What follows belongs to an exercise in optimizing a design on an open flow for small area, a short achievable clock period and few clock cycles per item; a production flow would make more cautious choices.
At most, simulation tests tie the RTL to the original design; equivalence was not proved.
Only the layout flow was run in run 6; the RTL was not checked for function there.
Power is estimated from default activity; no workload was simulated.

$ cat design/flow/standard.sh
#!/bin/bash
# synth_recipe.tcl (not shown) runs the flow's synth.tcl, then flattens the netlist and writes it again
# the make line also repeats each setting of config.mk as NAME=value (left out here)
make -C /OpenROAD-flow-scripts/flow DESIGN_CONFIG=/design/flow/config.mk WORK_HOME=/design/flow/orfs CLKGATE_MAP_FILE= SYNTH_SCRIPT=/design/flow/synth_recipe.tcl "${@:-finish}"
$ cat design/flow/design.v
module ubc_enc (
    input  wire        clk,
    input  wire        rst,
    input  wire        start,
    input  wire        in_valid,
    input  wire        in_end,
    input  wire [7:0]  in_data,
    output wire        in_ready,
    output wire        out_valid,
    output wire [20:0] out_data,
    input  wire        out_ready,
    output wire [1:0]  phase,
    output wire [31:0] in_count,
    output wire [31:0] out_count
);
    localparam [1:0] IDLE = 2'd0, BUSY = 2'd1, DONE = 2'd2;
    reg [1:0]  ph;
    reg        ending;        
    reg [1:0]  wcnt;          
    reg        tail;          
    reg        run;           
    reg        rfirst;        
    reg        rpend;         
    reg [7:0]  w0, w1;
    reg [11:0] rc;
    reg        ov;
    reg [15:0] od;
    reg        hv, he;        
    reg [7:0]  hd;
    reg        heq0, heq1;    
    reg        rdy;           
    reg [31:0] in_cnt, out_cnt;
    function [15:0] u8(input [7:0] b);
        u8 = {8'h04, b};
    endfunction
    function [15:0] u12(input [11:0] n);
        u12 = {8'h4E + {4'd0, n[11:8]}, n[7:0]};
    endfunction
    function [15:0] apack(input [7:0] a, input [7:0] b);
        apack = {8'h5E + {2'd0, a[6], b[6], a[5:2]}, a[1:0], b[5:0]};
    endfunction
    wire busy   = (ph == BUSY);
    wire oflow  = !ov || out_ready;                   
    wire take   = in_valid && in_ready;
    wire xv     = hv || take;                         
    wire xe     = hv ? he : in_end;
    wire [7:0] xd = hv ? hd : in_data;
    wire flush  = busy && ending && !hv && (wcnt != 2'd0 || rpend);
    wire go     = (xv || flush) && oflow;
    wire fend   = xe || flush;                        
    wire newtx  = start && !busy;
    assign in_ready  = rdy;
    assign out_valid = ov;
    assign out_data  = {5'd0, od};
    assign phase     = ph;
    assign in_count  = in_cnt;
    assign out_count = out_cnt;
    wire eq0    = hv ? heq0 : (in_data == w0);
    wire eq1    = hv ? heq1 : (in_data == w1);
    wire asc    = !w0[7] && !w1[7];
    wire full   = !run && !tail && wcnt == 2'd2;      
    wire runon  = eq0 && rc != 12'd4095;
    wire runst  = eq1 && w0 == w1;
    reg [15:0] s;
    always @(*) begin
        if (run)
            s = rfirst ? u8(w0) : u12(rc);
        else if (rpend)
            s = u12(12'd3);
        else if (tail)
            s = u12({w0[3:0], w1});
        else if (wcnt == 2'd2 && asc)
            s = apack(w0, w1);
        else if (wcnt == 2'd2 && !fend)
            s = u12({w0, w1[7:4]});
        else
            s = u8(w0);
    end
    reg        emit, n_run, n_first, n_pend, n_tail;
    reg [1:0]  n_wcnt;
    always @(*) begin
        n_first = 1'b0;
        n_pend  = 1'b0;
        if (fend) begin
            emit    = run || rpend || tail || wcnt != 2'd0;
            n_run   = 1'b0;
            n_pend  = run && rfirst;
            n_tail  = 1'b0;
            n_wcnt  = rpend ? wcnt : ((full && !asc) ? 2'd1 : 2'd0);
        end else if (run) begin
            emit    = rfirst || !runon;
            n_run   = runon;
            n_pend  = rfirst && !runon;
            n_tail  = 1'b0;
            n_wcnt  = 2'd1;
        end else if (tail) begin
            emit    = 1'b1;
            n_run   = 1'b0;
            n_tail  = 1'b0;
            n_wcnt  = 2'd1;
        end else if (wcnt != 2'd2) begin
            emit    = rpend;
            n_run   = 1'b0;
            n_tail  = 1'b0;
            n_wcnt  = wcnt + 2'd1;
        end else begin
            emit    = !runst;
            n_run   = runst;
            n_first = 1'b1;
            n_tail  = !runst && !asc;
            n_wcnt  = runst ? 2'd0 : (asc ? 2'd1 : 2'd2);
        end
    end
    wire       ov_n     = (ov && !out_ready) || (go && emit);
    wire       hv_n     = take ? !oflow : (hv && !oflow);
    wire       ending_n = ending || (take && in_end);
    wire       e_emit   = run || rpend || tail || wcnt != 2'd0;
    wire       fin_n    = go ? (fend && !e_emit)
                             : (ending && !hv && wcnt == 2'd0 && !rpend && !(ov && !out_ready));
    always @(posedge clk) begin
        if (rst) begin
            ph  <= IDLE;
            ov  <= 1'b0;
            hv  <= 1'b0;
            rdy <= 1'b0;
        end else if (newtx) begin
            rdy    <= 1'b1;
            ph     <= BUSY;
            ending <= 1'b0;
            wcnt   <= 2'd0;
            tail   <= 1'b0;
            run    <= 1'b0;
            rpend  <= 1'b0;
            hv     <= 1'b0;
            ov     <= 1'b0;
        end else begin
            ov     <= ov_n;
            hv     <= hv_n;
            ending <= ending_n;
            rdy    <= busy && !ending_n && !hv_n;
            if (busy && fin_n)
                ph <= DONE;
            if (go) begin
                run    <= n_run;
                rfirst <= n_first;
                rpend  <= n_pend;
                tail <= n_tail;
                wcnt <= n_wcnt;
            end
        end
    end
    always @(posedge clk) begin
        if (!hv) begin
            he   <= in_end;
            hd   <= in_data;
            heq0 <= (in_data == w0);
            heq1 <= (in_data == w1);
        end
        if (go) begin
            od <= s;
            w1 <= xd;
            if (wcnt != 2'd1 || run || tail)
                w0 <= (full && !asc) ? w1 : xd;
            rc <= run ? rc + 12'd1 : 12'd3;
        end
    end
    reg inc_o, inc_i;
    always @(posedge clk) begin
        inc_o   <= go && emit && !newtx;
        inc_i   <= take && !in_end;
        in_cnt  <= newtx ? 32'd0 : in_cnt + {31'd0, inc_i};
        out_cnt <= newtx ? 32'd0 : out_cnt + {31'd0, inc_o};
    end
endmodule
module ubc_dec (
    input  wire        clk,
    input  wire        rst,
    input  wire        start,
    input  wire        mode,         
    input  wire        in_valid,
    input  wire        in_end,
    input  wire [20:0] in_data,
    output wire        in_ready,
    output wire        out_valid,
    output wire [7:0]  out_data,
    input  wire        out_ready,
    output wire [1:0]  phase,
    output wire [31:0] idx,
    output wire [31:0] out_count,
    output wire [1:0]  err_kind,
    output wire [31:0] err_idx,
    output wire [6:0]  err_sel
);
    localparam [1:0] IDLE = 2'd0, BUSY = 2'd1, DRAIN = 2'd2, DONE = 2'd3;
    localparam [1:0] C_OTHER = 2'd0, C_U8 = 2'd1, C_U12 = 2'd2, C_A = 2'd3;
    reg [1:0]  st;
    reg        rdy;          
    reg        cmode;
    reg        ending;       
    reg        fv, fe, flb;  
    reg [1:0]  fc;           
    reg [13:0] fp;           
    reg        pv;
    reg [1:0]  pc;           
    reg [31:0] pidx;         
    reg [11:0] P;            
    reg [11:0] S;            
    reg        em;           
    reg        isrun;        
    reg [1:0]  k;            
    reg        plast;        
    reg        addp;         
    reg [31:0] idx_r;
    reg [5:0]  ol0;          
    reg [5:0]  ol1;          
    reg [19:0] ohi;          
    reg        oc0, oc1;     
    reg [1:0]  kind;
    reg [2:0]  c1;
    wire hi0   = (in_data[20:16] == 5'd0);
    wire [6:0] t = in_data[15:9];
    wire is8   = hi0 && in_data[15:8] == 8'h04;
    wire is12  = hi0 && t >= 7'h27 && t <= 7'h2E;
    wire isA   = hi0 && t >= 7'h2F && t <= 7'h4E;
    wire isLB  = hi0 && (in_data[15:0] == 16'h000A || in_data[15:0] == 16'h000D);
    wire [4:0] dA = in_data[13:9] + 5'd17;      
    wire [1:0] cin = isA ? C_A : (is12 ? C_U12 : (is8 ? C_U8 : C_OTHER));
    wire [13:0] pin = {dA[4:3], isA ? dA[2:0] : in_data[11:9] + 3'd1, in_data[8:0]};
    reg dat_r;
    wire [31:0] idx_inc = idx_r + {31'd0, dat_r};
    wire act   = (st == BUSY);
    wire take  = in_valid && rdy;
    wire pgo   = fv && (!em || (out_ready && plast));  
    wire dat   = pgo && !fe && !flb && act;       
    wire lone  = pgo && fe && act && pv;          
    wire xfer  = em && out_ready;
    wire newtx = start && (st == IDLE || st == DONE);
    assign in_ready  = rdy;
    assign out_valid = em;
    assign out_data  = P[11:4];
    assign phase     = st;
    assign idx       = idx_r;
    assign out_count = {ohi, ol1, ol0};
    assign err_kind  = kind;
    assign err_idx   = pidx;
    assign err_sel   = {kind[0], c1, 1'b0, pc};
    wire pair_t3 = pc == C_U12 && fc == C_U12;
    wire pair_rn = pc == C_U8 && fc == C_U12;
    wire pair_p2 = pc == C_U8 && fc == C_U8;
    wire pair_ok = pair_t3 || pair_rn || pair_p2;
    wire f_dat = act && !fe && !flb;
    wire f_tok = f_dat && (pv ? pair_ok : fc == C_A) || act && fe && pv && pc == C_U8;
    wire f_em  = !cmode && f_tok && !(f_dat && pair_rn && fp[11:0] == 12'd0);
    wire f_err = f_dat && pv && !pair_ok;
    wire tok   = pgo && f_tok;
    wire fin   = ending && !fv && !em && !addp && !oc0 && !oc1;
    wire       busy_n   = newtx || ((st == BUSY || st == DRAIN) && !fin);
    wire [1:0] st_n     = newtx ? BUSY : ((st == BUSY || st == DRAIN) ?
                          (fin ? DONE : ((pgo && f_err) ? DRAIN : st)) : st);
    wire       em_n     = !newtx && (pgo ? f_em : (em && !(out_ready && plast)));
    wire       ending_n = newtx ? 1'b0 : (ending || (take && in_end));
    wire       fv_n     = newtx ? 1'b0 : (take || (fv && !pgo));
    always @(posedge clk) begin
        if (rst) begin
            st  <= IDLE;
            em  <= 1'b0;
            rdy <= 1'b0;
            fv  <= 1'b0;
        end else begin
            st  <= st_n;
            em  <= em_n;
            fv  <= fv_n;
            rdy <= busy_n && !ending_n && (!fv_n || !em_n);
        end
    end
    always @(posedge clk) begin
        if (!fv || pgo) begin
            fe  <= in_end;
            flb <= isLB;
            fc  <= cin;
            fp <= pin;
        end
        addp   <= tok && !newtx;
        ending <= ending_n;
        if (newtx) begin
            cmode <= mode;
            pv    <= 1'b0;
        end else if (dat) begin
            pv <= !pv && fc != C_A;
        end else if (lone) begin
            pv <= 1'b0;
        end
        if (newtx) begin
            kind <= 2'd0;
            c1   <= 3'd0;
        end else if (lone && pc != C_U8) begin
            kind <= 2'd2;
        end else if (dat && pv && !pair_ok) begin
            kind <= 2'd1;
            c1   <= (fc == C_A) ? {1'b1, fp[13:12]} : {1'b0, fc};
        end
        if (fv && f_dat && !pv) begin
            pidx <= idx_inc;
            pc   <= fc;
        end else if (fv && fe && act && !(pv && pc != C_U8)) begin
            pidx <= 32'd0;
            pc   <= 2'd0;
        end
        if (dat && !pv)
            P[11:4] <= (fc == C_A) ? {1'b0, fp[13], fp[11:6]} :
                       ((fc == C_U8) ? fp[7:0] : fp[11:4]);
        else if (xfer && !isrun)
            P[11:4] <= {P[3:0], S[11:8]};
        if (dat && (!pv || fc == C_U8))
            P[3:0] <= (fc == C_A) ? {1'b0, fp[12], fp[5:4]} :
                      ((fc == C_U8) ? (pv ? fp[7:4] : 4'd0) : fp[3:0]);
        else if (xfer && !isrun)
            P[3:0] <= S[7:4];
        if (pgo && act) begin
            S     <= fe ? 12'd1 : ((fc == C_U8 || fc == C_A) ? {fp[3:0], 8'd0} : fp[11:0]);
            isrun <= fe || pair_rn;
            k     <= (!fe && pv && pair_t3) ? 2'd2 : 2'd1;
            plast <= fe || (pair_rn && fp[11:0] == 12'd1);
        end else if (xfer) begin
            if (isrun)
                S <= S - 12'd1;
            else
                S <= {S[3:0], 8'd0};
            k     <= k - 2'd1;
            plast <= isrun ? (S == 12'd2) : (k == 2'd1);
        end
    end
    wire [11:0] amt = addp ? (isrun ? S : (k[1] ? 12'd3 : 12'd2)) : 12'd0;
    wire [6:0] s0 = {1'b0, ol0} + {1'b0, amt[5:0]};
    wire [6:0] s1 = {1'b0, ol1} + {1'b0, amt[11:6]} + {6'd0, oc0};
    always @(posedge clk) begin
        dat_r <= dat;
        idx_r <= newtx ? 32'd0 : idx_inc;
        ol0   <= newtx ? 6'd0 : s0[5:0];
        oc0   <= !newtx && s0[6];
        ol1   <= newtx ? 6'd0 : s1[5:0];
        oc1   <= !newtx && s1[6];
        ohi   <= newtx ? 20'd0 : ohi + {19'd0, oc1};
    end
endmodule
module ubc_codec (
    input  wire        clk,
    input  wire        rst,
    input  wire        enc_start,
    input  wire        enc_in_valid,
    input  wire        enc_in_end,
    input  wire [7:0]  enc_in_data,
    output wire        enc_in_ready,
    output wire        enc_out_valid,
    output wire [20:0] enc_out_data,
    input  wire        enc_out_ready,
    output wire [1:0]  enc_phase,
    output wire [31:0] enc_in_count,
    output wire [31:0] enc_out_count,
    input  wire        dec_start,
    input  wire        dec_mode,
    input  wire        dec_in_valid,
    input  wire        dec_in_end,
    input  wire [20:0] dec_in_data,
    output wire        dec_in_ready,
    output wire        dec_out_valid,
    output wire [7:0]  dec_out_data,
    input  wire        dec_out_ready,
    output wire [1:0]  dec_phase,
    output wire [31:0] dec_idx,
    output wire [31:0] dec_out_count,
    output wire [1:0]  dec_err_kind,
    output wire [31:0] dec_err_idx,
    output wire [6:0]  dec_err_sel
);
    ubc_enc u_enc (
        .clk       (clk),
        .rst       (rst),
        .start     (enc_start),
        .in_valid  (enc_in_valid),
        .in_end    (enc_in_end),
        .in_data   (enc_in_data),
        .in_ready  (enc_in_ready),
        .out_valid (enc_out_valid),
        .out_data  (enc_out_data),
        .out_ready (enc_out_ready),
        .phase     (enc_phase),
        .in_count  (enc_in_count),
        .out_count (enc_out_count)
    );
    ubc_dec u_dec (
        .clk       (clk),
        .rst       (rst),
        .start     (dec_start),
        .mode      (dec_mode),
        .in_valid  (dec_in_valid),
        .in_end    (dec_in_end),
        .in_data   (dec_in_data),
        .in_ready  (dec_in_ready),
        .out_valid (dec_out_valid),
        .out_data  (dec_out_data),
        .out_ready (dec_out_ready),
        .phase     (dec_phase),
        .idx       (dec_idx),
        .out_count (dec_out_count),
        .err_kind  (dec_err_kind),
        .err_idx   (dec_err_idx),
        .err_sel   (dec_err_sel)
    );
endmodule
$ cat design/flow/config.mk
export PLATFORM = sky130hd
export DESIGN_NAME = ubc_codec
export DESIGN_NICKNAME = ubc_codec
export VERILOG_FILES = /design/flow/design.v
export SDC_FILE = /design/flow/constraint.sdc
export NUM_CORES = 4
export LEC_CHECK = 0
export ABC_CLOCK_PERIOD_IN_PS = 2500
export CAP_MARGIN = 20
export CORE_MARGIN = 2
export CORE_UTILIZATION = 40
export CTS_BUF_LIST = sky130_fd_sc_hd__clkbuf_8
export CTS_CLUSTER_DIAMETER = 50
export CTS_CLUSTER_SIZE = 16
export SETUP_SLACK_MARGIN = 3.5
export SLEW_MARGIN = 20
$ cat design/flow/constraint.sdc
create_clock -name core_clock -period 6.0 [get_ports {clk}]
set_input_delay 1.2000 -clock core_clock [delete_from_list [all_inputs] [get_ports {clk}]]
set_output_delay 1.2000 -clock core_clock [all_outputs]
set_load 0.01 [all_outputs]
$ cat design/flow/flow/run.sh
#!/bin/bash
# Standard layout, with plain buf_1 cells as the port buffers.
set -euo pipefail
export BUFFER_PORTS_ARGS="-buffer_cell sky130_fd_sc_hd__buf_1"
bash standard.sh > standard_flow.log 2>&1
==> impl_metrics.toml, run 1 <==
[pwr]
power_density_nw_per_um2 = 250.9
power.leakage_uw = 0.005926
irDropWorstVdd_v = 0.0001549

[logic_synthesis]
synth.avg_cell_area_um2 = 9.954
synth_area_leaders = "edfxtp_1 (28%), dfxtp_1 (23%), nor2_1 (5.5%)"
yosysUniqueCellTypes = 67
synth_compound_area_frac = 0.08045
synth-xor-area-share = 0.09867
yosysTopAreaCell = "edfxtp_1"
netlist_instances = 1400
synth_fa_ha_area_frac = 0.03484
ys_seq_elements = 294
synth_flop_cell = "dfxtp_1"
synth_warnings = 2
synth_mux_area_frac = 0.02864
synth-edff-count = 132
synth_area_um2 = 13940
synth_top_area_frac = 0.2844
synth_simple_gate_area_share = 0.2060
async_flop_share = 0
synth_top_family_by_area = "simple AND/OR/NAND/NOR gates"
synth_seq_area_share = 0.5171

[clock_network]
cts_root_buffer = "clkbuf_8"
clk_pin_slew_ps = 80
holdBufCountCts = 0
cts_made_buffers = 37
cts_sinks = 294
cts_buffer_depth = 3
cts-htree-levels = 2
tritoncts = "done"
clk_latency_ps = 590

[detailed_routing]
drt_pre_antenna_iters = 5
avgViaCountPerCell = 5.198
drc = 0
wire_per_inst_um = 16.65
ant_nets = 0
via_count = 10993
drtIter0Drc = 649
drt_wl_total_mm = 35.21

[setup_path]
critPathArrivalTime_ps = 1230
r2r_cells = 7
slowest_stage = "edfxtp_1"
required_ps = 4800
cp_top_family = "flip-flops"
slowest_delay_ps = 390
cp_max_fo = 4
criticalPathCategory = "reg -> out"
cp_cell_sequence = "buf_1"
cp-end-kind = "output port"
r2r_slack_ps = 3630
start_kind = "flop"
crit_buf_inv = 1
r2r-start = "u_enc.w1[6]"
r2r_end = "u_enc.ov"

[floorplan]
die-area_um2 = 36350
row_count = 68
start_util = 0.4044
ios = 246
die_h_um = 190.7
fp.dieW_um = 190.7
core_um2 = 34460

[job]
drv_cap = 0

[sta]
drv_slew = 0
timing.final.ws_setup_ps = 3568
finalSetupViolCount = 0
fin_setup_tns_ps = 0
fmax_ghz = 0.4112
worst_pin_slew_ps = 946.9
post-route-period-util = 0.4053
slew_headroom = 0.3687
holdWs_ps = 459.8
period_needed_ps = 2432
fin_skew_ps = 26.26
finalHoldViolations = 0
rsz0062_at_grt = "no"

[hold_path]
hold_end = "u_dec.c1[2]"
holdPathStages = 2
min_path_type = "reg -> reg"
hold_start = "u_dec.c1[2]"

[layout]
final_area_um2 = 16210
diodes = 0
drive_gt1_frac = 0.08916
nets = 1709
area_delta_synth_final_pct = 16.35

[placement]
hpwl_mm = 24.73
dpl_cell_area_um2 = 15180
globalplace.congestion = 0.8893
pre_cts_ws_ps = 2775
numPortBuffers = 239

[global_routing]
busiest_layer = "met2"
grt_pass1_wl_mm = 54.69
grt_usage = 0.1879
use_met3 = 0.03754
grt_util_met1 = 0.2466
grt_pass1_vias = 10363
grt_start_max_net_pins = 69
antenna_found_initial = 0
met2_usage = 0.3076
grt-ovfl-total = 0

[run_status]
outcome = "finished clean"
worst max path at each step:
stage,start,end,cells past startpoint,slack (ps)
2_1_floorplan,enc_in_valid,u_enc.wcnt[0],6,3330
3_3_place_gp,enc_in_valid,u_enc.wcnt[0],7,2820
3_5_place_dp,enc_in_valid,u_enc.wcnt[0],7,2780
4_1_cts,u_dec.fc[0],u_dec.P[2],5,3450
5_1_grt,u_dec.idx_r[11],dec_idx[11],1,3500
6_report,u_dec.pc[0],dec_err_sel[0],1,3570
metal layers:
layer	vias to the layer above	wire length, um	part of all wire
li1	5375	-	-
met1	5219	15880	0.45
met2	329	16280	0.46
met3	70	1980	0.056
met4	0	1072	0.030
met5	-	0	0
area by class of cell:
class	count	area, um2
Clock buffer	39	536.8
Sequential cell	294	7214
Inverter	38	146.4
Tap cell	455	569.3
Clock inverter	28	287.8
Timing Repair inverter	1	7.507
Multi-Input combinational cell	1001	6391
Fill cell	3348	18240
Timing Repair Buffer	259	1061
cells in the final DEF (no fill, tap or decap), types with 5 or more instances in the layout:
cell,netlist,layout
and4_1,14,14
o211ai_1,5,5
buf_4,16,19
dfxtp_2,0,6
nor4_1,14,11
and3_1,26,26
clkinvlp_4,0,5
xor2_1,86,86
or3_1,8,8
inv_1,37,38
xnor2_1,71,71
or2_2,6,6
nor3b_1,6,6
nor2_1,206,203
nand4_1,29,29
a31oi_1,8,8
dfxtp_1,162,156
and2_1,31,30
buf_1,11,238
nand2_1,96,94
a21o_1,12,12
a221oi_1,5,5
o21ai_0,44,41
o31ai_1,8,7
ha_1,34,34
conb_1,1,6
clkinv_4,0,5
clkbuf_8,0,39
nor2b_1,12,11
edfxtp_1,132,132
a211oi_1,8,7
mux2_2,23,23
mux2i_1,14,14
nor3_1,29,28
a22oi_1,5,5
a21oi_1,61,60
nand3_1,69,68
nand2b_1,13,12
logic make-up (layout without fill, tap and decap cells):
group | Yosys count | count (layout)
simple gates | 582 | 582
flops | 294 | 294
compound gates | 182 | 182
xor+xnor | 157 | 157
buf+inv | 110 | 365
fa+ha+maj | 37 | 37
mux | 37 | 37
other cells | 1 | 6
metrics by stage:
stage / total power [uW] / utilization / cells
final: 4068 / 0.4706 / 2115
after global routing: 4240 / 0.4706 / 2115
after CTS: 4119 / 0.4653 / 2101
after detailed placement: 2477 / 0.4405 / 2032
after global placement: 2475 / 0.4405 / 2032
after floorplan: 2389 / - / 1405
cell usage after synthesis (3+ instances only):
cell	number
buf_4	16
o211ai_1	5
nor4_1	14
nand4_1	29
nand2_1	96
nand4b_1	3
nor3b_1	6
nor2b_1	12
or2_2	6
o41ai_1	4
o21ai_0	44
dfxtp_1	162
a22oi_1	5
xnor2_1	71
nor3_1	29
and4_1	14
a21oi_1	61
fa_1	3
and2_1	31
a211oi_1	8
buf_1	11
nor2_1	206
and3_1	26
mux2_2	23
nand3b_1	3
nand2b_1	13
o22ai_1	3
or3_1	8
mux2i_1	14
xor2_1	86
edfxtp_1	132
a31oi_1	8
clkbuf_1	44
a221oi_1	5
o31ai_1	8
a21o_1	12
ha_1	34
o21a_1	3
or4_1	3
nand3_1	69
inv_1	37
state kept, by name (all words and copies together), names as in the netlist, 2 cells and up:
register / count
u_dec.P: 12
u_dec.S: 12
u_dec.c1: 3
u_dec.fc: 2
u_dec.fp: 14
u_dec.idx_r: 32
u_dec.k: 2
u_dec.kind: 2
u_dec.ohi: 20
u_dec.ol0: 6
u_dec.ol1: 6
u_dec.pc: 2
u_dec.pidx: 32
u_dec.st: 2
u_enc.hd: 8
u_enc.in_cnt: 32
u_enc.od: 16
u_enc.out_cnt: 32
u_enc.ph: 2
u_enc.rc: 12
u_enc.w0: 8
u_enc.w1: 8
u_enc.wcnt: 2
what timing repair did:
| action | CTS | global route |
|---|---|---|
| hold endpoints to repair | 0 | 0 |
| cloned | 1 | 0 |
| pin swaps | 0 | 0 |
| gates resized for setup | 5 | 18 |
| endpoints found under the setup margin | 71 | 33 |
| setup buffers | 1 | 13 |
power by group:
group	switching (uW)	internal, uW	total (uW)
clock	850	781	1630
sequential	53.0	2140	2190
combinational	157	90.5	248
total	1060	3010	4070
Testbench counts, summed over its fixed seeds: cycles 35,192, items 65,871.
==> run 2, diff against run 1 <==
--- a/design/flow/config.mk
+++ b/design/flow/config.mk
@@ -12,5 +12,6 @@
 export CTS_BUF_LIST = sky130_fd_sc_hd__clkbuf_8
 export CTS_CLUSTER_DIAMETER = 50
 export CTS_CLUSTER_SIZE = 16
+export GPL_TIMING_DRIVEN = 0
 export SETUP_SLACK_MARGIN = 3.5
 export SLEW_MARGIN = 20
==> run 2 against run 1 <==
  * Still clean
  * Hold slack got worse by 1.9 ps
  * Die area unchanged
  * Critical path depth up 5
  * Sequential share of layout area down 0.58 points
  * Flip-flop and latch count unchanged
  * Cell count rose by 2.5%
  * Setup slack got worse by 14 ps
  * Clock-buffer cell count unchanged
  * Non-clock buffer count rose by 56
  * Combinational power increased by 11%
  * Via count rose by 1.6%
  * Critical endpoint is now u_dec.S[9]
  * Largest cell class unchanged
  * Largest power group unchanged
==> impl_metrics.toml, run 2 <==
[pwr]
irDropWorstVdd_v = 0.0001601
power_density_nw_per_um2 = 245.3
power.leakage_uw = 0.005992

[sta]
holdWs_ps = 457.9
fmax_ghz = 0.4089
finalSetupViolCount = 0
finalHoldViolations = 0
fin_skew_ps = 33.67
fin_setup_tns_ps = 0
slew_headroom = 0.4991
post-route-period-util = 0.4076
drv_slew = 0
period_needed_ps = 2446
rsz0062_at_grt = "yes"
worst_pin_slew_ps = 751.3

[hold_path]
holdPathStages = 2
hold_start = "u_dec.c1[2]"
hold_end = "u_dec.c1[2]"
min_path_type = "reg -> reg"

[logic_synthesis]
netlist_instances = 1400
yosysUniqueCellTypes = 67
async_flop_share = 0
synth_area_um2 = 13940
synth_most_common_cell = "nor2_1"
synth_commonest_cells = "nor2_1 (206), dfxtp_1 (162), edfxtp_1 (132), nand2_1 (96), xor2_1 (86)"
synth_top_area_frac = 0.2844
synth-edff-count = 132
synth_warnings = 2
synth_seq_area_share = 0.5171
synth_area_leaders = "edfxtp_1 (28%), dfxtp_1 (23%), nor2_1 (5.5%)"
yosysTopAreaCell = "edfxtp_1"
synth_flop_cell = "dfxtp_1"
synth.avg_cell_area_um2 = 9.954
ys_seq_elements = 294

[detailed_routing]
drt_pre_antenna_iters = 5
ant_nets = 0
via_count = 11169
avgViaCountPerCell = 5.154
drtIter0Drc = 633
wire_per_inst_um = 16.65
drt_wl_total_mm = 36.08
drc = 0

[job]
drv_cap = 0

[floorplan]
fp.dieW_um = 190.7
die_h_um = 190.7
die-area_um2 = 36350
ios = 246
start_util = 0.4044
row_count = 68
core_um2 = 34460

[clock_network]
cts_sinks = 294
cts_root_buffer = "clkbuf_8"
clk_latency_ps = 550
tritoncts = "done"
cts_buffer_depth = 3
cts_made_buffers = 35
holdBufCountCts = 0
clk_pin_slew_ps = 90
cts-htree-levels = 2

[setup_path]
required_ps = 6220
r2r_cells = 9
cp_cell_sequence = "buf_1 -> a21boi_2 -> or2_2 -> clkbuf_2 -> buf_2 -> nand2_2"
r2r_slack_ps = 3580
cp_max_fo = 15
cp-end-kind = "flop"
slowest_delay_ps = 380
slowest_stage = "a21boi_2"
r2r-start = "u_dec.isrun"
r2r_end = "u_dec.oc1"
critPathArrivalTime_ps = 2660
criticalPathCategory = "in -> reg"
start_kind = "input pin"

[layout]
diodes = 0
nets = 1763
drive_gt1_frac = 0.08645
final_common_cell = "buf_1"
area_delta_synth_final_pct = 17.77
utilization = 0.4763
mostFrequentLayoutCells = "buf_1 (247), nor2_1 (203), dfxtp_1 (162), edfxtp_1 (132), nand2_1 (94)"

[global_routing]
grt-ovfl-total = 0
grt_start_max_net_pins = 20
antenna_found_initial = 0
grt_pass1_wl_mm = 57.16
grt_pass1_vias = 10668
grt_usage = 0.1958

[placement]
numPortBuffers = 237
globalplace.congestion = 0.9199
hpwl_mm = 26.56

[run_status]
outcome = "finished clean"
## run 2: cell counts after synthesis
Identical to the previous run, type by type.
## run 2: worst max-delay path, delay by kind of cell
kind | cells | cell delay (ps)
buffers and inverters | 3 | 620
and+or+nand+nor | 2 | 460
AOI/OAI and AO/OA | 1 | 380
## run 2: area by class of cell
class                      instances  area [um2]
buffer                            72       342.8
clock buffer                      39       536.8
clock inverter                    24       249.0
fill                            3401       18050
inverter                          38       146.4
multi-input combinational       1001        6399
sequential                       294        7207
tap                              455       569.3
timing repair buffer             243       954.7
timing repair inverter             1       7.507
## run 2: worst max path at each step
| stage | start | cells after the start | to |
|---|---|---|---|
| floorplan | enc_in_valid | 6 | u_enc.wcnt[0] |
| global placement | dec_out_ready | 6 | u_dec.P[2] |
| detailed placement | dec_out_ready | 6 | u_dec.P[2] |
| CTS | enc_in_end | 6 | u_enc.od[6] |
| global route | u_dec.isrun | 9 | u_dec.oc1 |
| finish | dec_out_ready | 6 | u_dec.S[9] |
## run 2: per-stage QoR
stage,power (uW),instance area [um2],setup slack (ps),std cells
after floorplan,2389,14000,3334,1405
after CTS,4080,16330,3452,2163
after global placement,2488,15460,2530,2097
after detailed placement,2491,15490,2556,2098
final,4026,16410,3554,2167
after global routing,4204,16410,3493,2167
## run 2: routing by layer
metal / GRT usage / wire length (um) / vias to the layer above
li1: - / - / 5468
met4: 0.05516 / 869 / 0
met5: 0 / 0 / -
met1: 0.2631 / 16430 / 5338
met3: 0.03331 / 1980 / 65
met2: 0.3249 / 16800 / 298
## run 2: repair_timing
item | CTS | global route
setup buffers | 1 | 4
gates resized for setup | 7 | 20
endpoints found under the setup margin | 75 | 60
gates cloned | 1 | 0
endpoints found under the hold margin | 0 | 0
pin swaps | 0 | 0
## run 2: cells by family (layout without fill, tap and decap cells)
logic type / count (synthesis) / after routing / share of synthesized area
multiplexers: 37 / 37 / 0.02864
adder cells (fa/ha/maj): 37 / 37 / 0.03484
buffers and inverters: 110 / 417 / 0.03403
XOR/XNOR: 157 / 157 / 0.09867
flip-flops: 294 / 294 / 0.5171
AO/OA/AOI/OAI: 182 / 182 / 0.08045
AND/OR/NAND/NOR: 582 / 582 / 0.2060
other: 1 / 6 / 0.0002691
## run 2: power breakdown
group | switching (uW) | internal, uW
Clock | 809 | 764
Combinational | 178 | 97.4
Sequential | 40.9 | 2140
==> run 3, diff against run 2 <==
--- a/design/flow/config.mk
+++ b/design/flow/config.mk
@@ -9,9 +9,8 @@
 export CAP_MARGIN = 20
 export CORE_MARGIN = 2
 export CORE_UTILIZATION = 40
-export CTS_BUF_LIST = sky130_fd_sc_hd__clkbuf_8
-export CTS_CLUSTER_DIAMETER = 50
-export CTS_CLUSTER_SIZE = 16
-export GPL_TIMING_DRIVEN = 0
+export CTS_BUF_LIST = sky130_fd_sc_hd__clkbuf_4
+export CTS_CLUSTER_DIAMETER = 40
+export CTS_CLUSTER_SIZE = 12
 export SETUP_SLACK_MARGIN = 3.5
 export SLEW_MARGIN = 20
==> run 3 against run 2 <==
  * Sequential power about the same
  * Clock power down 3%
  * Setup slack worse by 150 ps
  * Synthesized cell count unchanged
  * Wire length up 2.9%
==> impl_metrics.toml, run 3 <==
[placement]
pre_cts_ws_ps = 2775
dpl_cell_area_um2 = 15180
numPortBuffers = 239
hpwl_mm = 24.73
globalplace.congestion = 0.8893

[global_routing]
antenna_found_initial = 1
grt_pass1_vias = 11267
grt_pass1_wl_mm = 57.99
grt-ovfl-total = 0
grt_start_max_net_pins = 69
grt_usage = 0.1997

[logic_synthesis]
synth_seq_area_share = 0.5171
netlist_instances = 1400
yosysUniqueCellTypes = 67
synth-xor-area-share = 0.09867
synth_compound_area_frac = 0.08045
synth_top_area_frac = 0.2844
async_flop_share = 0
synth_most_common_cell = "nor2_1"
synth.avg_cell_area_um2 = 9.954
synth_fa_ha_area_frac = 0.03484
yosysTopAreaCell = "edfxtp_1"
synth_area_um2 = 13940
synth_top_family_by_area = "simple AND/OR/NAND/NOR gates"
synth_warnings = 2
synth_flop_cell = "dfxtp_1"
synth_commonest_cells = "nor2_1 (206), dfxtp_1 (162), edfxtp_1 (132), nand2_1 (96), xor2_1 (86)"
synth_mux_area_frac = 0.02864
synth_simple_gate_area_share = 0.2060
ys_seq_elements = 294
synth-edff-count = 132
synth_area_leaders = "edfxtp_1 (28%), dfxtp_1 (23%), nor2_1 (5.5%)"

[setup_path]
start_kind = "flop"
critPathArrivalTime_ps = 1400
cp_max_fo = 1
criticalPathCategory = "reg -> out"
slowest_delay_ps = 460
cp_top_family = "flip-flops"
slowest_stage = "edfxtp_1"
cp.depth = 1
r2r_end = "u_dec.P[2]"
worstSetupStartpoint = "u_enc.od[9]"
crit_buf_inv = 1
r2r_slack_ps = 3550
r2r-start = "u_dec.fe"
setup.worst_path.end = "enc_out_data[9]"
cp-end-kind = "output port"
required_ps = 4800
r2r_cells = 4
cp_cell_sequence = "buf_6"

[pwr]
power_density_nw_per_um2 = 218.2
power.leakage_uw = 0.007513
total_power_uw = 3962
irDropWorstVdd_v = 0.0001747

[layout]
drive_gt1_frac = 0.3426
final_area_um2 = 18160
final_common_cell = "nor2_1"
mostFrequentLayoutCells = "nor2_1 (203), buf_4 (145), edfxtp_1 (132), dfxtp_2 (111), buf_6 (97)"
utilization = 0.5270
area_delta_synth_final_pct = 30.30
nets = 1843

[clock_network]
tritoncts = "done"
clk_pin_slew_ps = 110
cts-htree-levels = 2
cts_made_buffers = 47
cts_root_buffer = "clkbuf_4"
cts_sinks = 294
cts_buffer_depth = 3
clk_latency_ps = 770

[floorplan]
start_util = 0.4044
row_count = 68
fp.dieW_um = 190.7
die_h_um = 190.7
ios = 246
die-area_um2 = 36350
core_um2 = 34460

[detailed_routing]
drc = 0
drt_pre_antenna_iters = 5
drt_wl_total_mm = 37.13
wire_per_inst_um = 16.43
via_count = 11612
drtIter0Drc = 677
ant_nets = 0
avgViaCountPerCell = 5.138

[sta]
timing.final.ws_setup_ps = 3402
slew_headroom = 0.3750
worst_pin_slew_ps = 937.5
finalSetupViolCount = 0
fmax_ghz = 0.3850
rsz0062_at_grt = "yes"
drv_slew = 0
fin_skew_ps = 52.73
period_needed_ps = 2598
post-route-period-util = 0.4329
finalHoldViolations = 0
fin_setup_tns_ps = 0

[job]
drv_cap = 0

[hold_path]
min_path_type = "reg -> reg"

[run_status]
outcome = "finished clean"
## run 3: changes by cell type in the layout (fill, tap and decap cells not counted), sizes merged, moves of 2 or more
cell / previous run / this run
buf: 272 / 337
clkbuf: 82 / 99
clkinv: 4 / 20
inv: 47 / 40
bufinv: 3 / 6
clkinvlp: 9 / 7
## run 3: layer usage
layer / GRT usage / wire length (um)
met3: 0.03883 / 2295
met2: 0.3369 / 17750
met5: 0 / 0
met1: 0.2519 / 16000
met4: 0.07841 / 1086
## run 3: repair_timing
action                     4_1_cts  5_1_grt
gates resized for setup        445       65
gates cloned                     1        0
pin swaps                        0        1
buffers inserted               117       21
setup endpoints to repair      269      145
hold buffers                     0        0
## run 3: cell families after synthesis
group | after synthesis
simple gates | 582
compound gates | 182
fa+ha+maj | 37
xor+xnor | 157
other cells | 1
mux | 37
flops | 294
buf+inv | 110
## run 3: final cells by class
| cell class | count | area, um2 |
|---|---|---|
| timing repair inverter | 1 | 7.507 |
| clock buffer | 53 | 397.9 |
| multi-input combinational | 1001 | 6372 |
| sequential | 294 | 7466 |
| inverter | 38 | 146.4 |
| antenna | 1 | 2.502 |
| tap | 455 | 569.3 |
| timing repair buffer | 383 | 2855 |
| fill | 3108 | 16300 |
| clock inverter | 34 | 341.6 |
## run 3: through the flow
step / hold WS [ps] / std cells
floorplan: 435.6 / 1405
global placement: 443.6 / 2032
finish: 467.2 / 2260
CTS: 468.0 / 2237
detailed placement: 445.7 / 2032
global route: 490.7 / 2260
## run 3: worst min-delay path by stage
stage	from	endpoint	slack, ps	depth (start not counted)
after floorplan	u_enc.heq1	u_enc.heq1	440	2
after global placement	u_dec.c1[0]	u_dec.c1[0]	440	2
after detailed placement	u_dec.c1[1]	u_dec.c1[1]	450	2
after CTS	u_dec.c1[2]	u_dec.c1[2]	470	2
after global routing	u_dec.c1[2]	u_dec.c1[2]	490	2
final	u_dec.c1[2]	u_dec.c1[2]	470	2
## run 3: power by group
| part | switching, uW | internal [uW] | total (uW) |
|---|---|---|---|
| Clock | 808 | 714 | 1520 |
| Sequential | 52.1 | 2120 | 2170 |
| Combinational | 160 | 104 | 264 |
==> run 4, diff against run 3 <==
--- a/design/flow/config.mk
+++ b/design/flow/config.mk
@@ -11,6 +11,6 @@
 export CORE_UTILIZATION = 40
 export CTS_BUF_LIST = sky130_fd_sc_hd__clkbuf_4
 export CTS_CLUSTER_DIAMETER = 40
-export CTS_CLUSTER_SIZE = 12
+export CTS_CLUSTER_SIZE = 10
 export SETUP_SLACK_MARGIN = 3.5
 export SLEW_MARGIN = 20
==> run 4 against run 3 <==
  * Still clean
  * Synthesized cell count did not move
  * Combinational power barely moved
  * Non-clock buffer count rose by 11
  * Global-route usage barely moved
  * Cell count rose by 0.58%
  * Die area did not move
  * Clock power rose by 5%
  * Sequential share of layout area fell by 0.54 points
  * Area after synthesis did not move
  * Fmax rose by 0.68%
  * Design area rose by 1.4%
  * Setup slack improved by 18 ps
  * Critical path type unchanged
  * Critical endpoint unchanged
  * Largest cell class unchanged
==> impl_metrics.toml, run 4 <==
[logic_synthesis]
async_flop_share = 0
synth-edff-count = 132
synth_warnings = 2
yosysTopAreaCell = "edfxtp_1"
synth_most_common_cell = "nor2_1"
synth_seq_area_share = 0.5171
synth_commonest_cells = "nor2_1 (206), dfxtp_1 (162), edfxtp_1 (132), nand2_1 (96), xor2_1 (86)"
synth_area_leaders = "edfxtp_1 (28%), dfxtp_1 (23%), nor2_1 (5.5%)"
ys_seq_elements = 294
yosysUniqueCellTypes = 67
synth_top_area_frac = 0.2844
synth.avg_cell_area_um2 = 9.954
synth_flop_cell = "dfxtp_1"
synth_area_um2 = 13940
netlist_instances = 1400

[setup_path]
slowest_stage = "edfxtp_1"
slowest_delay_ps = 460
r2r-start = "u_dec.fe"
start_kind = "flop"
required_ps = 4800
cp_cell_sequence = "buf_6"
r2r_slack_ps = 3530
r2r_end = "u_dec.P[2]"
criticalPathCategory = "reg -> out"
r2r_cells = 4
cp_max_fo = 1
cp_top_family = "flip-flops"
cp-end-kind = "output port"
crit_buf_inv = 1
critPathArrivalTime_ps = 1380

[clock_network]
cts_buffer_depth = 3
cts_sinks = 294
cts_made_buffers = 47
clk_pin_slew_ps = 110
holdBufCountCts = 0
tritoncts = "done"
cts-htree-levels = 2
clk_latency_ps = 760
cts_root_buffer = "clkbuf_4"

[layout]
drive_gt1_frac = 0.3462
fillCellCount = 3067
mostFrequentLayoutCells = "nor2_1 (204), buf_4 (156), edfxtp_1 (132), buf_6 (117), dfxtp_2 (108)"
finalNonFillerCells = 2273
final_common_cell = "nor2_1"
nets = 1854
area_delta_synth_final_pct = 32.12

[sta]
fmax_ghz = 0.3876
finalHoldViolations = 0
slew_headroom = 0.3753
post-route-period-util = 0.4300
rsz0062_at_grt = "yes"
drv_slew = 0
fin_setup_tns_ps = 0
finalSetupViolCount = 0
period_needed_ps = 2580
worst_pin_slew_ps = 937.1
fin_skew_ps = 41.80

[detailed_routing]
drt_pre_antenna_iters = 5
ant_nets = 0
drtIter0Drc = 726
avgViaCountPerCell = 5.126
drt_wl_total_mm = 37.62
drc = 0
via_count = 11652
wire_per_inst_um = 16.55

[job]
drv_cap = 0

[floorplan]
core_um2 = 34460
die-area_um2 = 36350
die_h_um = 190.7
start_util = 0.4044
row_count = 68
fp.dieW_um = 190.7
ios = 246

[global_routing]
grt_usage = 0.2001
grt-ovfl-total = 0
grt_pass1_wl_mm = 58.12
antenna_found_initial = 2
grt_start_max_net_pins = 69
grt_pass1_vias = 11270

[hold_path]
min_path_type = "reg -> reg"
hold_start = "u_dec.c1[2]"
hold_end = "u_dec.c1[2]"
holdPathStages = 2

[run_status]
outcome = "finished clean"

[pwr]
seqPwrFrac = 0.537
switchingPower_uw = 1018
power.leakage_uw = 0.007601
irDropWorstVdd_v = 0.0001653
intPower_uw = 3028
switching_share = 0.2516
clkPwrFrac = 0.397
pwr-share-comb = 0.066
power_density_nw_per_um2 = 219.7

[placement]
dp_cells = 2032
globalplace.congestion = 0.8893
numPortBuffers = 239
hpwl_mm = 24.73
run 4: cells by family (layout without fill, tap and decap cells):
| group | Yosys count | after routing | share of synthesized area |
|---|---|---|---|
| flip-flops | 294 | 294 | 0.5171 |
| adder cells (fa/ha/maj) | 37 | 37 | 0.03484 |
| AND/OR/NAND/NOR | 582 | 582 | 0.2060 |
| multiplexers | 37 | 37 | 0.02864 |
| other | 1 | 10 | 0.0002691 |
| buffers and inverters | 110 | 519 | 0.03403 |
| XOR/XNOR | 157 | 157 | 0.09867 |
| AO/OA/AOI/OAI | 182 | 182 | 0.08045 |
run 4: final cells by class:
| class | count | area (um2) | share of cell area |
|---|---|---|---|
| flip-flops and latches | 294 | 7470 | 0.4057 |
| clock inverters | 32 | 375.4 | 0.02039 |
| repair inverters | 1 | 7.507 | 0.0004077 |
| multi-input cells | 1001 | 6365 | 0.3457 |
| repair buffers | 394 | 3063 | 0.1664 |
| diodes | 4 | 10.01 | 0.0005437 |
| inverters | 38 | 146.4 | 0.007951 |
| well taps | 455 | 569.3 | 0.03092 |
| clock buffers | 54 | 405.4 | 0.02202 |
run 4: metal layers:
metal  part of all wire  wire length, um  vias to the layer above  GRT usage
met3              0.056             2119                       65    0.04656
met1               0.44            16450                     5555     0.2516
met5                  0                0                        -          0
met2               0.48            18130                      351     0.3373
li1                   -                -                     5681          -
met4              0.024              919                        0    0.06917
run 4: worst max path at each step:
stage | from | endpoint | depth (start not counted)
6_report | u_enc.od[9] | enc_out_data[9] | 1
5_1_grt | u_enc.od[9] | enc_out_data[9] | 1
4_1_cts | u_dec.fe | u_dec.P[2] | 4
3_5_place_dp | enc_in_valid | u_enc.wcnt[0] | 7
3_3_place_gp | enc_in_valid | u_enc.wcnt[0] | 7
2_1_floorplan | enc_in_valid | u_enc.wcnt[0] | 6
run 4: repair_timing:
item | 4_1_cts | 5_1_grt
pin swaps | 0 | 1
buffers inserted | 119 | 30
resized for setup | 446 | 87
cloned | 1 | 0
endpoints found under the setup margin | 269 | 202
run 4: metrics by stage:
| stage | total power, uW | utilization | setup WS, ps | hold slack (ps) | instance area, um2 |
|---|---|---|---|---|---|
| 3_3_place_gp | 2475 | 0.4405 | 2817 | 443.6 | 15180 |
| 6_report | 4046 | 0.5343 | 3420 | 465.6 | 18410 |
| 5_1_grt | 4219 | 0.5343 | 3309 | 490.7 | 18410 |
| 4_1_cts | 4093 | 0.5194 | 3305 | 468.0 | 17900 |
| 2_1_floorplan | 2389 | - | 3334 | 435.6 | 14000 |
| 3_5_place_dp | 2477 | 0.4405 | 2775 | 445.7 | 15180 |
run 4: power groups by stage:
stage	Clock [uW]	Combinational [uW]	Sequential, uW
after floorplan	0	174	2210
after global placement	0	240	2240
after detailed placement	0	242	2230
after CTS	1660	262	2180
after global routing	1740	294	2180
final	1600	267	2170
==> run 5, diff against run 4 <==
--- a/design/flow/config.mk
+++ b/design/flow/config.mk
@@ -9,8 +9,8 @@
 export CAP_MARGIN = 20
 export CORE_MARGIN = 2
 export CORE_UTILIZATION = 40
-export CTS_BUF_LIST = sky130_fd_sc_hd__clkbuf_4
-export CTS_CLUSTER_DIAMETER = 40
-export CTS_CLUSTER_SIZE = 10
+export CTS_BUF_LIST = sky130_fd_sc_hd__clkbuf_8
+export CTS_CLUSTER_DIAMETER = 55
+export CTS_CLUSTER_SIZE = 18
 export SETUP_SLACK_MARGIN = 3.5
 export SLEW_MARGIN = 20
==> run 5 against run 4 <==
  * Total power down 0.88%
  * Global-route usage is 1.5 points lower
  * Utilization is 6.4 points lower
  * Fmax rose by 5.3%
  * Critical path depth stayed put
  * Sequential power hardly changed
  * Cell count shrank 7.4%
==> impl_metrics.toml, run 5 <==
[clock_network]
cts_buffer_depth = 3
cts-htree-levels = 1
holdBufCountCts = 0
clk_pin_slew_ps = 100
tritoncts = "done"
cts_sinks = 294
cts_root_buffer = "clkbuf_8"
clk_latency_ps = 620
cts_made_buffers = 30

[sta]
post-route-period-util = 0.4083
holdWs_ps = 460.3
finalHoldViolations = 0
drv_slew = 0
fin_skew_ps = 35.42
fmax_ghz = 0.4082
period_needed_ps = 2450
rsz0062_at_grt = "yes"
worst_pin_slew_ps = 942.4
finalSetupViolCount = 0
timing.final.ws_setup_ps = 3550
fin_setup_tns_ps = 0
slew_headroom = 0.3718

[detailed_routing]
ant_nets = 0
drt_wl_total_mm = 35.23
drt_pre_antenna_iters = 5
drtIter0Drc = 657
via_count = 10949
drc = 0
wire_per_inst_um = 16.74
avgViaCountPerCell = 5.204

[floorplan]
fp.dieW_um = 190.7
core_um2 = 34460
ios = 246
start_util = 0.4044
row_count = 68
die-area_um2 = 36350
die_h_um = 190.7

[setup_path]
cp-end-kind = "output port"
criticalPathCategory = "reg -> out"
cp_top_family = "flip-flops"
cp_max_fo = 4
start_kind = "flop"
critPathArrivalTime_ps = 1250
slowest_stage = "edfxtp_1"
cp_cell_sequence = "clkbuf_2"
r2r_slack_ps = 3650
slowest_delay_ps = 450
required_ps = 4800
crit_buf_inv = 1

[layout]
drive_gt1_frac = 0.1031
fillCellCount = 3320
nets = 1703
area_delta_synth_final_pct = 16.21
mostFrequentLayoutCells = "buf_1 (226), nor2_1 (203), dfxtp_1 (137), edfxtp_1 (132), nand2_1 (94)"
utilization = 0.4700
finalNonFillerCells = 2104
diodes = 0
final_common_cell = "buf_1"

[pwr]
power_density_nw_per_um2 = 247.6
power.leakage_uw = 0.005939
irDropWorstVdd_v = 0.0002368

[global_routing]
antenna_found_initial = 0
grt-ovfl-total = 0
grt_start_max_net_pins = 69
grt_pass1_wl_mm = 54.55
grt_pass1_vias = 10320
grt_usage = 0.1854

[logic_synthesis]
synth_commonest_cells = "nor2_1 (206), dfxtp_1 (162), edfxtp_1 (132), nand2_1 (96), xor2_1 (86)"
async_flop_share = 0
ys_seq_elements = 294
synth_warnings = 2
synth_area_leaders = "edfxtp_1 (28%), dfxtp_1 (23%), nor2_1 (5.5%)"
yosysTopAreaCell = "edfxtp_1"
synth_simple_gate_area_share = 0.2060
synth_seq_area_share = 0.5171
synth-edff-count = 132
synth_top_family_by_area = "simple AND/OR/NAND/NOR gates"
synth.avg_cell_area_um2 = 9.954
synth_flop_cell = "dfxtp_1"
netlist_instances = 1400
synth_mux_area_frac = 0.02864
yosysUniqueCellTypes = 67
synth_most_common_cell = "nor2_1"
synth_compound_area_frac = 0.08045
synth_top_area_frac = 0.2844
synth_area_um2 = 13940
synth-xor-area-share = 0.09867
synth_fa_ha_area_frac = 0.03484

[placement]
pre_cts_ws_ps = 2775
globalplace.congestion = 0.8893
numPortBuffers = 239
hpwl_mm = 24.73
dp_cells = 2032

[run_status]
outcome = "finished clean"

[job]
drv_cap = 0

[hold_path]
min_path_type = "reg -> reg"
[run 5: cell count changes in the layout (fill, tap and decap cells not counted), sizes merged]
cell / previous run / this run
inv: 39 / 44
bufinv: 8 / 5
clkinv: 18 / 9
diode: 4 / 0
buf: 348 / 250
clkinvlp: 6 / 5
clkbuf: 100 / 41
[run 5: cells by family after synthesis]
group                    count (synthesis)
multiplexers                            37
XOR/XNOR                               157
buffers and inverters                  110
other                                    1
adder cells (fa/ha/maj)                 37
AND/OR/NAND/NOR                        582
flip-flops                             294
AO/OA/AOI/OAI                          182
[run 5: per-layer routing]
metal | part of all wire | track usage | vias to the layer above
li1 | - | - | 5352
met1 | 0.45 | 0.2469 | 5209
met2 | 0.47 | 0.3088 | 326
met3 | 0.052 | 0.02963 | 62
met4 | 0.029 | 0.05874 | 0
met5 | 0 | 0 | -
[run 5: timing repair]
| item | 4_1_cts | 5_1_grt |
|---|---|---|
| gates cloned | 1 | 0 |
| buffers inserted | 1 | 14 |
| endpoints found under the hold margin | 0 | 0 |
| resized for setup | 15 | 36 |
| endpoints found under the setup margin | 80 | 54 |
[run 5: worst min-delay path: cells and delay by family (launching register included)]
family	cells	cell delay [ps]
flip-flops	1	320
AND/OR/NAND/NOR	1	50
AO/OA/AOI/OAI	1	50
[run 5: power breakdown]
group / switching [uW] / internal (uW) / total [uW]
Clock: 828 / 744 / 1570
Sequential: 53.4 / 2140 / 2190
Combinational: 158 / 91.4 / 250
Total: 1040 / 2970 / 4010
[run 5: per-stage QoR]
| step | total power [uW] | instance area (um2) |
|---|---|---|
| 5_1_grt | 4163 | 16200 |
| 4_1_cts | 4051 | 15980 |
| 3_5_place_dp | 2477 | 15180 |
| 2_1_floorplan | 2389 | 14000 |
| 3_3_place_gp | 2475 | 15180 |
| 6_report | 4010 | 16200 |
[run 5: final timing paths]
check / start / endpoint / depth (start not counted)
setup / recovery: u_dec.pc[1] / dec_err_sel[1] / 1
hold / removal: u_dec.c1[2] / u_dec.c1[2] / 2
setup reg to reg: u_dec.S[4] / u_dec.S[9] / 6
hold reg to reg: u_dec.c1[2] / u_dec.c1[2] / 2
[run 5: layout make-up]
class,instances,area [um2],share of cell area
repair buffers,260,1091,0.06737
well taps,455,569.3,0.03515
multi-input cells,1001,6381,0.3940
inverters,38,146.4,0.009039
clock buffers,31,426.7,0.02634
clock inverters,24,335.3,0.02070
repair inverters,1,7.507,0.0004635
flip-flops and latches,294,7238,0.4469
==> run 6, diff against run 5 <==
--- a/design/flow/design.v
+++ b/design/flow/design.v
@@ -27,7 +27,6 @@
     reg [15:0] od;
     reg        hv, he;        
     reg [7:0]  hd;
-    reg        heq0, heq1;    
     reg        rdy;           
     reg [31:0] in_cnt, out_cnt;
     function [15:0] u8(input [7:0] b);
@@ -55,8 +54,8 @@
     assign phase     = ph;
     assign in_count  = in_cnt;
     assign out_count = out_cnt;
-    wire eq0    = hv ? heq0 : (in_data == w0);
-    wire eq1    = hv ? heq1 : (in_data == w1);
+    wire eq0    = (xd == w0);
+    wire eq1    = (xd == w1);
     wire asc    = !w0[7] && !w1[7];
     wire full   = !run && !tail && wcnt == 2'd2;      
     wire runon  = eq0 && rc != 12'd4095;
@@ -151,10 +150,8 @@
     end
     always @(posedge clk) begin
         if (!hv) begin
-            he   <= in_end;
-            hd   <= in_data;
-            heq0 <= (in_data == w0);
-            heq1 <= (in_data == w1);
+            he <= in_end;
+            hd <= in_data;
         end
         if (go) begin
             od <= s;
--- a/design/flow/config.mk
+++ b/design/flow/config.mk
@@ -10,7 +10,7 @@
 export CORE_MARGIN = 2
 export CORE_UTILIZATION = 40
 export CTS_BUF_LIST = sky130_fd_sc_hd__clkbuf_8
-export CTS_CLUSTER_DIAMETER = 55
-export CTS_CLUSTER_SIZE = 18
+export CTS_CLUSTER_DIAMETER = 50
+export CTS_CLUSTER_SIZE = 16
 export SETUP_SLACK_MARGIN = 3.5
 export SLEW_MARGIN = 20
==> run 6 against run 5 <==
  * Hold slack better by 23 ps
  * Clock skew down 18 ps
  * Utilization down 0.12 points
  * Fmax down 2.1%
  * Sequential share of layout area down 0.15 points
  * Non-clock buffer count down 5
  * Via count down 0.39%
  * Setup slack worse by 52 ps
  * Critical path type is now in -> reg
  * Design area down 0.49%
  * Combinational power down 2%
  * Highest routed layer unchanged
  * Still clean on timing, DRC and antenna
==> impl_metrics.toml, run 6 <==
[layout]
mostFrequentLayoutCells = "nor2_1 (236), buf_1 (236), dfxtp_1 (151), edfxtp_1 (132), xor2_1 (82)"
seq_area_um2 = 7178
nets = 1705
fillCellCount = 3368
utilization = 0.4688
multiInputGateArea_um2 = 6264
area_delta_synth_final_pct = 16.21
diodes = 0
final_area_um2 = 16120
drive_gt1_frac = 0.07618

[setup_path]
criticalPathCategory = "in -> reg"
cp.depth = 6
r2r_end = "u_dec.c1[2]"
r2r-start = "u_dec.st[0]"
r2r_slack_ps = 3590
slowest_delay_ps = 610
critPathArrivalTime_ps = 3000
cp_cell_sequence = "buf_1 -> a21boi_4 -> or2_2 -> or4b_4 -> or3_1 -> a21oi_1"
r2r_cells = 6
cp-end-kind = "flop"
start_kind = "input pin"
cp_max_fo = 18
cp_top_family = "simple AND/OR/NAND/NOR gates"
slowest_stage = "or4b_4"
required_ps = 6500
crit_buf_inv = 1

[global_routing]
grt_pass1_wl_mm = 54.96
grt_pass1_vias = 10092
grt_usage = 0.1906
busiest_layer = "met2"
antenna_found_initial = 0
met2_usage = 0.2894
grt_util_met1 = 0.2647
use_met3 = 0.04058
grt-ovfl-total = 0
grt_start_max_net_pins = 61

[logic_synthesis]
synth_top_family_by_area = "simple AND/OR/NAND/NOR gates"
synth_area_um2 = 13870
synth_top_area_frac = 0.2858
synth_seq_area_share = 0.5168
synth.avg_cell_area_um2 = 9.863
synth_commonest_cells = "nor2_1 (237), dfxtp_1 (160), edfxtp_1 (132), xor2_1 (82), nand2_1 (81)"
ys_seq_elements = 292
async_flop_share = 0
synth_flop_cell = "dfxtp_1"
synth_area_leaders = "edfxtp_1 (29%), dfxtp_1 (23%), nor2_1 (6.4%)"
synth_warnings = 2
yosysTopAreaCell = "edfxtp_1"
synth_simple_gate_area_share = 0.1990
synth-edff-count = 132
synth_most_common_cell = "nor2_1"
netlist_instances = 1406
synth_compound_area_frac = 0.08391
synth_mux_area_frac = 0.02608
synth-xor-area-share = 0.09790
yosysUniqueCellTypes = 66
synth_fa_ha_area_frac = 0.03501

[floorplan]
core_um2 = 34370
start_util = 0.4034
die-area_um2 = 36170
ios = 246
fp.dieW_um = 190.2
row_count = 68
die_h_um = 190.2

[detailed_routing]
drt_wl_total_mm = 35.30
drtIter0Drc = 743
drt_pre_antenna_iters = 5
avgViaCountPerCell = 5.171
drc = 0
via_count = 10906
wire_per_inst_um = 16.74
ant_nets = 0

[run_status]
outcome = "finished clean"

[job]
drv_cap = 0

[placement]
pre_cts_ws_ps = 2705
hpwl_mm = 24.90
numPortBuffers = 239
dpl_cell_area_um2 = 15070
globalplace.congestion = 0.8801

[clock_network]
cts_made_buffers = 34
clk_latency_ps = 580
cts_buffer_depth = 3
clk_pin_slew_ps = 70
cts_sinks = 292
cts_root_buffer = "clkbuf_8"
tritoncts = "done"
cts-htree-levels = 2

[sta]
timing.final.ws_setup_ps = 3498
fin_setup_tns_ps = 0
drv_slew = 0
finalSetupViolCount = 0
period_needed_ps = 2502
slew_headroom = 0.4653
worst_pin_slew_ps = 800.1
post-route-period-util = 0.4169
fmax_ghz = 0.3998
rsz0062_at_grt = "yes"
finalHoldViolations = 0
fin_skew_ps = 17.05

[hold_path]
holdPathStages = 2
hold_start = "u_dec.c1[2]"
hold_end = "u_dec.c1[2]"
min_path_type = "reg -> reg"

[pwr]
irDropWorstVdd_v = 0.0002662
total_power_uw = 4110
power_density_nw_per_um2 = 255.0
power.leakage_uw = 0.005923
run 6: cell types whose count changed after synthesis, sizes merged, moves of 14 or more:
| cell | delta |
|---|---|
| nor2 | +33 |
| nand3 | -19 |
| nand2 | -14 |
| inv | +15 |
| mux2i | +21 |
| mux2 | -22 |
run 6: timing repair:
action	CTS	global route
endpoints found under the hold margin	0	0
setup buffers	4	8
hold buffers	0	0
gates cloned	1	0
setup endpoints to repair	120	52
resized for setup	15	17
pin swaps	1	2
run 6: worst min-delay path, delay by kind of cell, from the launching register on:
kind,cells,cell delay (ps)
and+or+nand+nor,1,60
DFF,1,330
AOI/OAI and AO/OA,1,60
run 6: metrics by stage:
step	std cells	hold WS (ps)
6_report	2109	482.9
5_1_grt	2109	507.8
4_1_cts	2100	483.7
3_5_place_dp	2033	472.0
3_3_place_gp	2033	446.9
2_1_floorplan	1411	470.2
run 6: layout make-up:
cell class	instances	share of cell area
clock buffers	38	0.03245
repair inverters	1	0.0004658
well taps	455	0.03533
flip-flops and latches	292	0.4454
inverters	52	0.01273
multi-input cells	992	0.3887
clock inverters	24	0.01949
repair buffers	255	0.06545
run 6: logic make-up (layout without fill, tap and decap cells):
group	Yosys count	after routing
AND/OR/NAND/NOR	571	571
flip-flops	292	292
AO/OA/AOI/OAI	187	187
XOR/XNOR	155	155
buffers and inverters	127	370
adder cells (fa/ha/maj)	37	37
multiplexers	36	36
other	1	6
run 6: metal layers:
metal / vias up / wire length, um
li1: 5354 / -
met5: - / 0
met2: 359 / 15590
met4: 0 / 999
met3: 58 / 2560
met1: 5135 / 16140
run 6: power breakdown:
| part | internal [uW] | leakage, uW | switching [uW] |
|---|---|---|---|
| logic | 84.4 | 0.00287 | 161 |
| registers | 2120 | 0.00261 | 51.7 |
| clock network | 878 | 0.000436 | 812 |
run 6: worst max path at each step:
stage | slack (ps) | start | endpoint
floorplan | 3320 | dec_out_ready | u_dec.c1[2]
global placement | 2790 | enc_in_end | u_enc.od[6]
detailed placement | 2710 | enc_in_end | u_enc.od[7]
CTS | 3450 | u_dec.st[0] | u_dec.P[5]
global route | 3480 | dec_out_ready | u_dec.c1[2]
finish | 3500 | dec_out_ready | u_dec.c1[2]
==> run 7, diff against run 6 <==
--- a/design/flow/design.v
+++ b/design/flow/design.v
@@ -22,6 +22,7 @@
     reg        rfirst;        
     reg        rpend;         
     reg [7:0]  w0, w1;
+    reg        e1;            
     reg [11:0] rc;
     reg        ov;
     reg [15:0] od;
@@ -54,12 +55,12 @@
     assign phase     = ph;
     assign in_count  = in_cnt;
     assign out_count = out_cnt;
-    wire eq0    = (xd == w0);
-    wire eq1    = (xd == w1);
+    wire [7:0] prev = (run || wcnt == 2'd1) ? w0 : w1;
+    wire eqp    = (xd == prev);
     wire asc    = !w0[7] && !w1[7];
     wire full   = !run && !tail && wcnt == 2'd2;      
-    wire runon  = eq0 && rc != 12'd4095;
-    wire runst  = eq1 && w0 == w1;
+    wire runon  = eqp && rc != 12'd4095;
+    wire runst  = eqp && e1;
     reg [15:0] s;
     always @(*) begin
         if (run)
@@ -156,6 +157,7 @@
         if (go) begin
             od <= s;
             w1 <= xd;
+            e1 <= eqp;
             if (wcnt != 2'd1 || run || tail)
                 w0 <= (full && !asc) ? w1 : xd;
             rc <= run ? rc + 12'd1 : 12'd3;
--- a/design/flow/config.mk
+++ b/design/flow/config.mk
@@ -12,5 +12,5 @@
 export CTS_BUF_LIST = sky130_fd_sc_hd__clkbuf_8
 export CTS_CLUSTER_DIAMETER = 50
 export CTS_CLUSTER_SIZE = 16
-export SETUP_SLACK_MARGIN = 3.5
+export SETUP_SLACK_MARGIN = 3.4
 export SLEW_MARGIN = 20
==> run 7 against run 6 <==
  * Sequential power about the same
  * Fmax up 3.1%
  * Global-route usage fell by 0.86 points
  * Wire length fell by 3.0%
  * Design area down 0.13%
  * Flip-flop and latch count is 1 higher
  * Clock skew up 19 ps
  * Clock-buffer cell count rose by 1
  * Highest routed layer unchanged
  * Critical path depth unchanged
  * Setup slack better by 76 ps
  * Die area is 0.60% higher
  * Sequential share of layout area is 0.18 points higher
==> impl_metrics.toml, run 7 <==
[run_status]
outcome = "finished clean"

[detailed_routing]
wl_met2_mm = 15.91
drt_wl_total_mm = 34.23
dr_wl_met3_mm = 2.046
wire_per_inst_um = 16.21
top_layer_used = "met4"
ant_nets = 0
via_count = 10978
drtIter0Drc = 599
drt_pre_antenna_iters = 7
drc = 0
avgViaCountPerCell = 5.198
met1_length_mm = 15.24

[sta]
fmax_ghz = 0.4122
period_needed_ps = 2426
finalSetupViolCount = 0
finalHoldViolations = 0
drv_slew = 0
worst_pin_slew_ps = 791.0
rsz0062_at_grt = "yes"
slew_headroom = 0.4707
fin_setup_tns_ps = 0
post-route-period-util = 0.4043
fin_skew_ps = 35.95

[clock_network]
holdBufCountCts = 0
tritoncts = "done"
cts_made_buffers = 36
cts_sinks = 293
cts_root_buffer = "clkbuf_8"
cts-htree-levels = 2
clk_pin_slew_ps = 90
clk_latency_ps = 550
cts_buffer_depth = 3

[placement]
globalplace.congestion = 0.8513
dpl_cell_area_um2 = 15140
hpwl_mm = 24.26
numPortBuffers = 239

[setup_path]
r2r-start = "u_enc.run"
setup.worst_path.end = "u_enc.rpend"
cp_top_family = "simple AND/OR/NAND/NOR gates"
slowest_delay_ps = 620
r2r_slack_ps = 3570
slowest_stage = "edfxtp_1"
r2r_cells = 6
worstSetupStartpoint = "u_enc.run"
cp-end-kind = "flop"
critPathArrivalTime_ps = 2680
crit_buf_inv = 1
criticalPathCategory = "reg -> reg"
cp_max_fo = 24
cp.depth = 6
r2r_end = "u_enc.rpend"
required_ps = 6250
start_kind = "flop"
cp_cell_sequence = "inv_4 -> nand3_1 -> and3_1 -> nor4_1 -> and4_1 -> a31oi_1"

[logic_synthesis]
synth_seq_area_share = 0.5158
yosysUniqueCellTypes = 75
synth_most_common_cell = "nor2_1"
synth_area_um2 = 13950
synth_area_leaders = "edfxtp_1 (29%), dfxtp_1 (23%), nor2_1 (6.2%)"
synth_top_area_frac = 0.2863
synth-edff-count = 133
async_flop_share = 0
synth_commonest_cells = "nor2_1 (232), dfxtp_1 (160), edfxtp_1 (133), nand2_1 (86), xor2_1 (83)"
synth.avg_cell_area_um2 = 9.867
ys_seq_elements = 293
synth_flop_cell = "dfxtp_1"
yosysTopAreaCell = "edfxtp_1"
synth_warnings = 2
netlist_instances = 1414

[global_routing]
grt-ovfl-total = 0
grt_pass1_vias = 10279
grt_usage = 0.1820
antenna_found_initial = 0
grt_start_max_net_pins = 63
grt_pass1_wl_mm = 53.84

[layout]
fillCellCount = 3334
mostFrequentLayoutCells = "buf_1 (239), nor2_1 (231), dfxtp_1 (160), edfxtp_1 (133), nand2_1 (86)"
final_common_cell = "buf_1"
nets = 1705
drive_gt1_frac = 0.07302
multiInputGateArea_um2 = 6295
diodes = 0
final_area_um2 = 16090
area_delta_synth_final_pct = 15.35
seq_area_um2 = 7197

[job]
drv_cap = 0

[pwr]
irDropWorstVdd_v = 0.0001971
switchingPower_uw = 1038
power_density_nw_per_um2 = 258.2
power.leakage_uw = 0.005858
intPower_uw = 3118
switching_share = 0.2497
seqPwrFrac = 0.526
clkPwrFrac = 0.414
pwr-share-comb = 0.060

[hold_path]
min_path_type = "reg -> reg"

[floorplan]
start_util = 0.4049
core_um2 = 34460
fp.dieW_um = 190.8
die_h_um = 190.8
ios = 246
row_count = 68
die-area_um2 = 36390
==> run 7: worst min-delay path by stage <==
| stage | start | to | slack, ps | depth (start not counted) |
|---|---|---|---|---|
| after detailed placement | u_dec.c1[2] | u_dec.c1[2] | 460 | 2 |
| after global placement | u_dec.c1[2] | u_dec.c1[2] | 450 | 2 |
| after global routing | u_dec.c1[2] | u_dec.c1[2] | 520 | 2 |
| final | u_dec.c1[2] | u_dec.c1[2] | 470 | 2 |
| after CTS | u_dec.c1[2] | u_dec.c1[2] | 480 | 2 |
| after floorplan | u_dec.ending | u_dec.ending | 440 | 2 |
==> run 7: kinds of logic (layout without fill, tap and decap cells) <==
logic type                 count (synthesis)  count (layout)  share of synthesized area
and+or+nand+nor                          586             586                     0.2103
DFF                                      293             293                     0.5158
AOI/OAI and AO/OA                        208             208                    0.08887
xor gates and xnor gates                 129             129                    0.08098
buffers and inverters                    117             355                    0.03686
muxes                                     46              46                    0.03479
adders and majority gates                 34              34                    0.03210
other                                      1               6                  0.0002688
==> run 7: repair_timing <==
item / 4_1_cts / 5_1_grt
cloned: 0 / 0
pin swaps: 0 / 0
buffers inserted: 1 / 2
setup endpoints to repair: 8 / 16
gates resized for setup: 2 / 4
==> run 7: through the flow <==
step           hold WS, ps  total power (uW)  cells  utilization  setup slack, ps
2_1_floorplan        440.2              2394   1419            -             3386
3_3_place_gp         447.0              2478   2044       0.4393             3039
3_5_place_dp         462.3              2481   2044       0.4393             2980
4_1_cts              476.0              4208   2109       0.4652             3418
5_1_grt              524.8              4323   2112       0.4671             3398
6_report             473.9              4156   2112       0.4671             3574
==> run 7: metal layers <==
layer / global-route usage / vias to the layer above
met5: 0 / -
met3: 0.03441 / 69
met1: 0.2404 / 5195
li1: - / 5386
met4: 0.06798 / 0
met2: 0.2960 / 328
==> run 7: layout make-up <==
cell class,instances,share of cell area
Sequential cell,293,0.4472
Clock inverter,25,0.02122
Inverter,43,0.01034
Tap cell,455,0.03537
Clock buffer,39,0.03335
Multi-Input combinational cell,1009,0.3911
Timing Repair Buffer,248,0.06142
==> run 7: power by group through the flow <==
stage / logic [uW] / registers [uW] / clock network, uW
3_5_place_dp: 247 / 2230 / 0
6_report: 249 / 2190 / 1720
4_1_cts: 248 / 2190 / 1770
5_1_grt: 279 / 2190 / 1850
3_3_place_gp: 244 / 2230 / 0
2_1_floorplan: 181 / 2210 / 0
==> run 7: worst reg2reg max path: cells and delay by family (launching register included) <==
family	cells	cell delay, ps
and+or+nand+nor	4	1060
DFF	1	620
buffers and inverters	1	340
AOI/OAI and AO/OA	1	140
Testbench counts of run 7, summed over its fixed seeds: cycles 35,192, items 65,871.

Check on run 7: ideal ports give 3.574 ns setup slack; a clkbuf_16 on the clock port and buf_2 on the inputs give 3.538 ns; moving port delays by the midpoint clock arrival (0.578 ns) as well gives 3.016 ns.
